Context: an optimization exercise on an open-source flow, tuned for small area, a short achievable clock period and few clock cycles. The choices shown serve that exercise and are no tape-out recipe.
No activity file was given, so power comes from the tool's default toggle rates.

== rev 12 ==
Design boo_encoder, start of the top module:
module boo_encoder (
  input  wire       clk,
  input  wire       rst,         
  input  wire       in_valid,
  output wire       in_ready,
  input  wire [7:0] in_data,
  input  wire       in_eof,
  input  wire       in_err,
  output wire       out_valid,
  input  wire       out_ready,
  output wire [7:0] out_data,
  input  wire       out_err,
  output wire [2:0] seq,
  output wire [1:0] err
);
For scale: about 360 cells after synthesis, ~55 flip-flops.
export LEC_CHECK = 0
export CAP_MARGIN = 20
export CORE_MARGIN = 2
export CORE_UTILIZATION = 60
export SETUP_SLACK_MARGIN = 2.7
export SLEW_MARGIN = 20
create_clock -name core_clock -period 5.0 [get_ports {clk}]
standard.sh (not shown) runs the stock make flow with config.mk's settings and CLKGATE_MAP_FILE= SYNTH_SCRIPT=/design/flow/synth_recipe.tcl, a recipe that flattens the netlist after the stock synthesis.
==> flow/flow/run.sh <==
#!/bin/bash
# The standard layout, with plain buffers (not delay cells) on the ports and
# a clock tree of larger sink clusters without dummy balancing loads.
set -euo pipefail
bash standard.sh 'BUFFER_PORTS_ARGS=-buffer_cell sky130_fd_sc_hd__buf_2' \
  'CTS_ARGS=-sink_clustering_enable -repair_clock_nets -dont_use_dummy_load -sink_clustering_size 30 -sink_clustering_max_diameter 200' \
  finish > standard_flow.log 2>&1
The inputs of rev 13 differ from those of rev 12 as listed below.
diff --git a/flow/design.v b/flow/design.v
--- a/flow/design.v
+++ b/flow/design.v
@@ -47,13 +47,13 @@
   wire [7:0] sb    = hd_b;
   wire       kE    = hd_e;
   wire       kZ    = hd_z;                       
   wire       kN    = ~kE & ~kZ;
   wire hdr = (ph == PH_HDR);
   wire g0  = ~g1 & ~g2;
-  reg  pnd;                                      
+  wire pnd = p_lf | p_c3 | p_z;
   wire w4  = (col >= 6'd35);           
   wire w2  = (col == 6'd36);           
   wire n0  = (acc == 7'd0);
   wire n1  = (acc == 7'd1);
   wire n78 = (acc == 7'd78);
   wire nb  = ~n0 & ~n1;                          
@@ -77,37 +77,22 @@
   wire do_step = src_v & ~sil & ~pnd & slot;
   wire fin_step = (s_lit & ~kE) | s_run | s_cut | s_c0 | s_trl | s_hb | s_he;
   wire done     = do_sil | (do_step & fin_step);
   wire take     = ~hd_v | done;            
   wire [7:0] in_b = in_eof ? 8'h00 : in_data;
   wire       in_z = ~in_eof & (in_data == 8'h00);
-  function [3:0] TU(input [2:0] u);       
-    TU = {1'b0, u + 3'd3};
-  endfunction
   wire       c_cr = ~pnd & (s_he | s_wrap | s_trl);
-  wire       c_c1 = ~pnd & s_lit & g1;
-  wire       c_c2 = ~pnd & s_lit & g2;
-  wire       c_c0 = ~pnd & s_c0;
-  wire       c_tn = ~pnd & s_tn;
-  wire       c_tl = ~pnd & (s_run | s_cut | s_pad);
-  wire [3:0] vl = ({4{p_lf}} & 4'hA) |
-                  ({4{c_cr}} & 4'hD) |
-                  ({4{p_c3}} & acc[3:0]) |
-                  ({4{c_c1}} & sb[7:4]) |
-                  ({4{c_c2}} & {acc[1:0], sb[7:6]}) |
-                  ({4{c_c0}} & sb[5:2]) |
-                  ({4{c_tn}} & acc[3:0]) |
-                  ({4{c_tl}} & 4'hE);
-  wire [3:0] vu = ({4{p_c3}} & TU({1'b0, acc[5:4]})) |
-                  ({4{c_c1}} & TU({1'b0, acc[1:0]})) |
-                  ({4{c_c2}} & TU({1'b0, acc[3:2]})) |
-                  ({4{c_c0}} & TU({1'b0, sb[7:6]})) |
-                  ({4{c_tn}} & TU(acc[6:4])) |
-                  ({4{c_tl}} & 4'h7) |
-                  ({4{p_z | (~pnd & s_zl)}} & 4'h3);       
-  wire [7:0] ch = (~pnd & s_hb) ? sb : {vu, vl};
+  wire [6:0] v = ({7{p_lf}}              & 7'd90) |
+                 ({7{c_cr}}              & 7'd93) |
+                 ({7{p_c3}}              & {1'b0, acc[5:0]}) |
+                 ({7{~pnd & s_lit & g1}} & {1'b0, acc[1:0], sb[7:4]}) |
+                 ({7{~pnd & s_lit & g2}} & {1'b0, acc[3:0], sb[7:6]}) |
+                 ({7{~pnd & s_c0}}       & {1'b0, sb[7:2]}) |
+                 ({7{~pnd & s_tn}}       & acc) |
+                 ({7{~pnd & (s_run | s_cut | s_pad)}} & 7'd78);
+  wire [7:0] ch = (~pnd & s_hb) ? sb : {1'b0, v[6:4] + 3'd3, v[3:0]};
   wire op_load = do_step & (s_lit | s_c0);
   wire op_inc  = (do_sil & ~p_c3) | (do_step & s_run);
   wire op_set1 = (do_sil & p_c3) | (do_step & s_cut);
   wire op_set0 = (do_pend & p_c3) | (do_step & (s_zl | s_tn));
   wire col_clr  = do_step & s_wrap;
   wire col_inc1 = do_step & (s_run | s_pad);
@@ -142,29 +127,25 @@
   end
   always @(posedge clk) begin
     if (rst) begin
       p_lf   <= 1'b0;
       p_c3   <= 1'b0;
       p_z    <= 1'b0;
-      pnd    <= 1'b0;
       g1     <= 1'b0;
       g2     <= 1'b0;
       acc    <= 7'd0;
       col    <= 6'd0;
       fill   <= 2'd0;
       hd_v   <= 1'b0;
       ir_v   <= 1'b0;
     end else begin
       if (do_pend) begin
         p_lf <= 1'b0;
         p_c3 <= 1'b0;
         p_z  <= 1'b0;
-        pnd  <= 1'b0;
       end
-      if (do_step & ((s_lit & g2) | s_wrap | s_trl | s_he | s_pad))
-        pnd <= 1'b1;
       if (do_step) begin
         if (s_lit & g2) p_c3 <= 1'b1;
         if (s_wrap | s_trl | s_he) p_lf <= 1'b1;
         if (s_pad) p_z <= 1'b1;
         if (s_lit) begin
           g1 <= g0;                     
==> comparison <==
- In the metrics for rev 13 and rev 12, the one carrying the higher final-stage net count is rev 12.
- Comparing rev 12 with rev 13, the total number of H-tree levels came out essentially unchanged.
- Rev 13 against rev 12: total leakage power dropped 0.000063 uW; register area share after synthesis climbed 2.4 points; final weighted congestion in routability-driven placement climbed 0.045; transition time at the pin with the least slew margin climbed 0.34 ns; final critical delay including setup and external delays climbed 0.31 ns.
- Rev 13 vs. rev 12: sequential cell power down about 3%; synthesized area lower; critical path data required time neither gained nor lost much; number of sequential cells in the layout -about 1.8%; iteration count of the initial detailed-routing pass now sits higher.
- Between rev 12 and rev 13, register-to-register slack decreased.
Function was not checked in any run of this note: the RTL went through the layout flow alone.

========
The RTL this note starts from:
==> flow/design.v <==
module boo_encoder (
  input  wire       clk,
  input  wire       rst,         
  input  wire       in_valid,
  output wire       in_ready,
  input  wire [7:0] in_data,
  input  wire       in_eof,
  input  wire       in_err,
  output wire       out_valid,
  input  wire       out_ready,
  output wire [7:0] out_data,
  input  wire       out_err,
  output wire [2:0] seq,
  output wire [1:0] err
);
  localparam [2:0] PH_HDR  = 3'b000,    
                   PH_HLF  = 3'b001,    
                   PH_DAT  = 3'b010,    
                   PH_TRL  = 3'b011,    
                   PH_DONE = 3'b110,
                   PH_ABR  = 3'b100,    
                   PH_ABW  = 3'b101;    
  localparam [7:0] CH_CR = 8'h0D, CH_LF = 8'h0A;
  reg  [2:0] ph;
  reg        p_lf, p_c3, p_z;   
  reg        ov;
  reg  [7:0] od;
  localparam [6:0] M_HDR = 7'b1000000, M_L1 = 7'b0100000, M_L2 = 7'b0010000,
                   M_N0  = 7'b0001000, M_N1 = 7'b0000100, M_NB = 7'b0000010,
                   M_N78 = 7'b0000001;
  reg  [6:0] md;
  reg  [6:0] acc;               
  reg  [5:0] col;               
  reg        w4, w2;            
  reg  [1:0] fill;              
  reg        hd_v, hd_e, hd_z;
  reg  [7:0] hd_b;
  reg        ir_v, ir_e, ir_z;
  reg  [7:0] ir_b;
  assign out_valid = ov;
  assign out_data  = od;
  assign seq = {ph[2] & ~ph[1], ph[2] & ph[1], ph[1]};
  assign err = {ph[2] & ~ph[1] & ph[0], ph[2] & ~ph[1] & ~ph[0]};
  assign in_ready = ~ir_v;
  wire slot     = ~ov | out_ready;
  wire out_fire = ov & out_ready;
  wire in_fire  = in_valid & in_ready;
  wire rd_fail  = in_fire & in_err;
  wire wr_fail  = out_fire & out_err;
  wire       src_v = hd_v;
  wire [7:0] sb    = hd_b;
  wire       kE    = hd_e;
  wire       kZ    = hd_z;                       
  wire       kN    = ~kE & ~kZ;
  wire hdr = md[6];
  wire g1  = md[5];
  wire g2  = md[4];
  wire n0  = md[3];             
  wire n1  = md[2];
  wire nb  = md[1] | md[0];     
  wire n78 = md[0];
  reg  pnd;                                      
  wire f0  = (fill == 2'd0);
  wire sil = kZ & (n0 | md[1]);
  wire s_lit  = g1 | g2;                                    
  wire s_run  = kZ & n1 & ~w2;                              
  wire s_cut  = kZ & n78;                                   
  wire s_c0   = kN & n0 & ~w4;                              
  wire s_zl   = ~kZ & n1 & ~w4;                             
  wire s_tn   = ~kZ & nb;                                   
  wire s_pad  = kE & n0 & ~f0 & ~w2;                        
  wire s_trl  = kE & n0 & f0;                               
  wire s_wrap = (kZ & n1 & w2) | (kN & (n0 | n1) & w4) |
                (kE & ((n1 & w4) | (n0 & ~f0 & w2)));
  wire s_hb   = hdr & ~kE;
  wire s_he   = hdr & kE;
  wire do_pend = pnd & slot;
  wire do_sil  = src_v & sil & (~p_c3 | slot);
  wire do_step = src_v & ~sil & ~pnd & slot;
  wire fin_step = (s_lit & ~kE) | s_run | s_cut | s_c0 | s_trl | s_hb | s_he;
  wire done     = do_sil | (do_step & fin_step);
  wire take     = ~hd_v | done;            
  wire [7:0] in_b = in_eof ? 8'h00 : in_data;
  wire       in_z = ~in_eof & (in_data == 8'h00);
  function [3:0] TU(input [2:0] u);       
    TU = {1'b0, u + 3'd3};
  endfunction
  wire       c_cr = ~pnd & (s_he | s_wrap | s_trl);
  wire       c_c1 = ~pnd & s_lit & g1;
  wire       c_c2 = ~pnd & s_lit & g2;
  wire       c_c0 = ~pnd & s_c0;
  wire       c_tn = ~pnd & s_tn;
  wire       c_tl = ~pnd & (s_run | s_cut | s_pad);
  wire [3:0] vl = ({4{p_lf}} & 4'hA) |
                  ({4{c_cr}} & 4'hD) |
                  ({4{p_c3}} & acc[3:0]) |
                  ({4{c_c1}} & sb[7:4]) |
                  ({4{c_c2}} & {acc[1:0], sb[7:6]}) |
                  ({4{c_c0}} & sb[5:2]) |
                  ({4{c_tn}} & acc[3:0]) |
                  ({4{c_tl}} & 4'hE);
  wire [3:0] vu = ({4{p_c3}} & TU({1'b0, acc[5:4]})) |
                  ({4{c_c1}} & TU({1'b0, acc[1:0]})) |
                  ({4{c_c2}} & TU({1'b0, acc[3:2]})) |
                  ({4{c_c0}} & TU({1'b0, sb[7:6]})) |
                  ({4{c_tn}} & TU(acc[6:4])) |
                  ({4{c_tl}} & 4'h7) |
                  ({4{p_z | (~pnd & s_zl)}} & 4'h3);       
  wire [7:0] ch = (~pnd & s_hb) ? sb : {vu, vl};
  wire op_load = do_step & (s_lit | s_c0);
  wire op_inc  = (do_sil & ~p_c3) | (do_step & s_run);
  wire op_set1 = (do_sil & p_c3) | (do_step & s_cut);
  wire op_set0 = (do_pend & p_c3) | (do_step & (s_zl | s_tn));
  wire col_clr  = do_step & s_wrap;
  wire col_inc1 = do_step & (s_run | s_pad);
  wire col_inc2 = do_step & (s_c0 | s_zl);
  reg  [2:0] ph_n;
  always @* begin
    ph_n = ph;
    if (do_step & s_trl) ph_n = PH_TRL;
    if (do_step & s_he)  ph_n = PH_HLF;
    if (out_fire && !pnd) begin
      if (ph == PH_HLF && ph_n == PH_HLF) ph_n = PH_DAT;
      if (ph == PH_TRL) ph_n = PH_DONE;
    end
  end
  always @(posedge clk) begin
    if (rst) begin
      ph <= PH_HDR;
      ov <= 1'b0;
    end else if (wr_fail) begin
      ph <= PH_ABW;
      ov <= 1'b0;
    end else if (rd_fail) begin
      ph <= PH_ABR;
      ov <= 1'b0;
    end else if (ph[2]) begin
      ov <= 1'b0;                       
    end else begin
      ph <= ph_n;
      if (ph_n == PH_DONE) ov <= 1'b0;
      else if (slot) ov <= do_pend | do_step;
    end
  end
  always @(posedge clk) begin
    if (rst) begin
      p_lf   <= 1'b0;
      p_c3   <= 1'b0;
      p_z    <= 1'b0;
      pnd    <= 1'b0;
      md     <= M_HDR;
      acc    <= 7'd0;
      col    <= 6'd0;
      w4     <= 1'b0;
      w2     <= 1'b0;
      fill   <= 2'd0;
      hd_v   <= 1'b0;
      ir_v   <= 1'b0;
    end else begin
      if (do_pend) begin
        p_lf <= 1'b0;
        p_c3 <= 1'b0;
        p_z  <= 1'b0;
        pnd  <= 1'b0;
      end
      if (do_step & ((s_lit & g2) | s_wrap | s_trl | s_he | s_pad))
        pnd <= 1'b1;
      if (do_step) begin
        if (s_lit & g2) p_c3 <= 1'b1;
        if (s_wrap | s_trl | s_he) p_lf <= 1'b1;
        if (s_pad) p_z <= 1'b1;
        if (s_lit & kE) fill <= g1 ? 2'd2 : (f0 ? 2'd1 : fill);
        if (s_pad) fill <= fill - 2'd1;
      end
      if (op_load)      acc <= {1'b0, sb[5:0]};
      else if (op_inc)  acc <= acc + 7'd1;
      else if (op_set1) acc <= 7'd1;
      else if (op_set0) acc <= 7'd0;
      if (do_sil)                        md <= n0 ? M_N1 :
                                               (acc == 7'd77) ? M_N78 : M_NB;
      else if (do_step & s_he)           md <= M_N0;
      else if (do_step & s_lit)          md <= g1 ? M_L2 : M_N0;
      else if (do_step & (s_c0 | s_zl))  md <= M_L1;
      else if (do_step & s_run)          md <= M_NB;
      else if (do_step & s_cut)          md <= M_N1;
      else if (do_step & s_tn)           md <= M_N0;
      if (col_clr) begin
        col <= 6'd0;
        w4  <= 1'b0;
        w2  <= 1'b0;
      end else if (col_inc1) begin
        col <= col + 6'd1;
        w4  <= (col >= 6'd34);
        w2  <= w4;
      end else if (col_inc2) begin
        col <= col + 6'd2;
        w4  <= (col >= 6'd33);
        w2  <= (col >= 6'd34);
      end
      if (take) hd_v <= ir_v | (in_fire & ~in_err);
      ir_v <= (ir_v & ~take) | (in_fire & ~in_err & ~(take & ~ir_v));
    end
  end
  always @(posedge clk) begin
    if (slot) od <= ch;
    if (take) begin
      hd_b <= ir_v ? ir_b : in_b;
      hd_e <= ir_v ? ir_e : in_eof;
      hd_z <= ir_v ? ir_z : in_z;
    end
    if (in_ready) begin
      ir_b <= in_b;
      ir_e <= in_eof;
      ir_z <= in_z;
    end
  end
endmodule
clock: 5.0 ns
lec_check: 0
cap_margin: 20
core_margin: 2
core_utilization: 60
setup_slack_margin: 2.7
slew_margin: 20
Scripts as last shown in full above: flow/flow/run.sh
Edit:
--- a/flow/design.v
+++ b/flow/design.v
@@ -23,14 +23,11 @@
   localparam [7:0] CH_CR = 8'h0D, CH_LF = 8'h0A;
   reg  [2:0] ph;
   reg        p_lf, p_c3, p_z;   
   reg        ov;
   reg  [7:0] od;
-  localparam [6:0] M_HDR = 7'b1000000, M_L1 = 7'b0100000, M_L2 = 7'b0010000,
-                   M_N0  = 7'b0001000, M_N1 = 7'b0000100, M_NB = 7'b0000010,
-                   M_N78 = 7'b0000001;
-  reg  [6:0] md;
+  reg        g1, g2;            
   reg  [6:0] acc;               
   reg  [5:0] col;               
   reg        w4, w2;            
   reg  [1:0] fill;              
   reg        hd_v, hd_e, hd_z;
@@ -50,30 +47,30 @@
   wire       src_v = hd_v;
   wire [7:0] sb    = hd_b;
   wire       kE    = hd_e;
   wire       kZ    = hd_z;                       
   wire       kN    = ~kE & ~kZ;
-  wire hdr = md[6];
-  wire g1  = md[5];
-  wire g2  = md[4];
-  wire n0  = md[3];             
-  wire n1  = md[2];
-  wire nb  = md[1] | md[0];     
-  wire n78 = md[0];
+  wire hdr = (ph == PH_HDR);
+  wire g0  = ~g1 & ~g2;
   reg  pnd;                                      
+  wire n0  = (acc == 7'd0);
+  wire n1  = (acc == 7'd1);
+  wire n78 = (acc == 7'd78);
+  wire nb  = ~n0 & ~n1;                          
   wire f0  = (fill == 2'd0);
-  wire sil = kZ & (n0 | md[1]);
-  wire s_lit  = g1 | g2;                                    
-  wire s_run  = kZ & n1 & ~w2;                              
-  wire s_cut  = kZ & n78;                                   
-  wire s_c0   = kN & n0 & ~w4;                              
-  wire s_zl   = ~kZ & n1 & ~w4;                             
-  wire s_tn   = ~kZ & nb;                                   
-  wire s_pad  = kE & n0 & ~f0 & ~w2;                        
-  wire s_trl  = kE & n0 & f0;                               
-  wire s_wrap = (kZ & n1 & w2) | (kN & (n0 | n1) & w4) |
-                (kE & ((n1 & w4) | (n0 & ~f0 & w2)));
+  wire b0  = ~hdr & g0;
+  wire sil = kZ & b0 & (p_c3 | n0 | (nb & ~n78));
+  wire s_lit  = ~hdr & ~g0;                                 
+  wire s_run  = kZ & b0 & n1 & ~w2;                         
+  wire s_cut  = kZ & b0 & n78;                              
+  wire s_c0   = kN & b0 & n0 & ~w4;                         
+  wire s_zl   = ~kZ & b0 & n1 & ~w4;                        
+  wire s_tn   = ~kZ & b0 & nb;                              
+  wire s_pad  = kE & b0 & n0 & ~f0 & ~w2;                   
+  wire s_trl  = kE & b0 & n0 & f0;                          
+  wire s_wrap = b0 & ((kZ & n1 & w2) | (kN & (n0 | n1) & w4) |
+                      (kE & ((n1 & w4) | (n0 & ~f0 & w2))));
   wire s_hb   = hdr & ~kE;
   wire s_he   = hdr & kE;
   wire do_pend = pnd & slot;
   wire do_sil  = src_v & sil & (~p_c3 | slot);
   wire do_step = src_v & ~sil & ~pnd & slot;
@@ -146,11 +143,12 @@
     if (rst) begin
       p_lf   <= 1'b0;
       p_c3   <= 1'b0;
       p_z    <= 1'b0;
       pnd    <= 1'b0;
-      md     <= M_HDR;
+      g1     <= 1'b0;
+      g2     <= 1'b0;
       acc    <= 7'd0;
       col    <= 6'd0;
       w4     <= 1'b0;
       w2     <= 1'b0;
       fill   <= 2'd0;
@@ -167,25 +165,22 @@
         pnd <= 1'b1;
       if (do_step) begin
         if (s_lit & g2) p_c3 <= 1'b1;
         if (s_wrap | s_trl | s_he) p_lf <= 1'b1;
         if (s_pad) p_z <= 1'b1;
+        if (s_lit) begin
+          g1 <= g0;                     
+          g2 <= g1;
+        end
+        if (s_c0 | s_zl) g1 <= 1'b1;
         if (s_lit & kE) fill <= g1 ? 2'd2 : (f0 ? 2'd1 : fill);
         if (s_pad) fill <= fill - 2'd1;
       end
       if (op_load)      acc <= {1'b0, sb[5:0]};
       else if (op_inc)  acc <= acc + 7'd1;
       else if (op_set1) acc <= 7'd1;
       else if (op_set0) acc <= 7'd0;
-      if (do_sil)                        md <= n0 ? M_N1 :
-                                               (acc == 7'd77) ? M_N78 : M_NB;
-      else if (do_step & s_he)           md <= M_N0;
-      else if (do_step & s_lit)          md <= g1 ? M_L2 : M_N0;
-      else if (do_step & (s_c0 | s_zl))  md <= M_L1;
-      else if (do_step & s_run)          md <= M_NB;
-      else if (do_step & s_cut)          md <= M_N1;
-      else if (do_step & s_tn)           md <= M_N0;
       if (col_clr) begin
         col <= 6'd0;
         w4  <= 1'b0;
         w2  <= 1'b0;
       end else if (col_inc1) begin
=>
- die area came out lower by 3.8%
- count of clock-buffer cells in the layout stays the same
- register-to-register slack degrades by 0.12 ns
- setup slack degrades by 0.026 ns
- power came out higher by 4.4%
- flip-flop and latch count came out lower by 5
- sequential power came out lower by 3.9%
- routed wire length came out higher by 5.5%
- sequential share of layout area came out lower by 3.7 points
- via count came out higher by 3.8%
- area after synthesis came out lower by 4.0%
- critical path depth came out higher by 1
- core utilization came out higher by 7.6 points
No run of this note included a check of the RTL's function; only the layout flow was run.

## what the ideal ports hide
The results above use ideal ports. As a check the final layouts listed here were re-extracted and re-timed, cells and wires unchanged. Step 1 assumes that a clkbuf_16 drives the clock port and a buf_2 every other input. Step 2 moves the port delays by t, midway between the first and last clock arrival at a register: inputs arrive t later, outputs are due t later. That takes back most of the time a late clock gives input paths. Three values: ideal, step 1, step 2; two values: the first two.
| run | t (ns) | setup slack, ns | pins driven straight from the clock port |
|---|---|---|---|
| rev 12 | 0.336 | 2.707 / 2.707 / 2.400 | 1 |
| rev 13 | 0.334 | 2.401 / 2.401 / 2.294 | 1 |
| the first run of note 2 | 0.368 | 2.731 / 2.739 / 2.371 | 1 |
| the second run of note 2 | 0.353 | 2.705 / 2.705 / 2.375 | 1 |
After both steps every run listed still meets setup and hold. The setup slack of the first run of note 2, which loses most, moves by +0.008 ns with the drivers and by -0.360 ns with both steps.
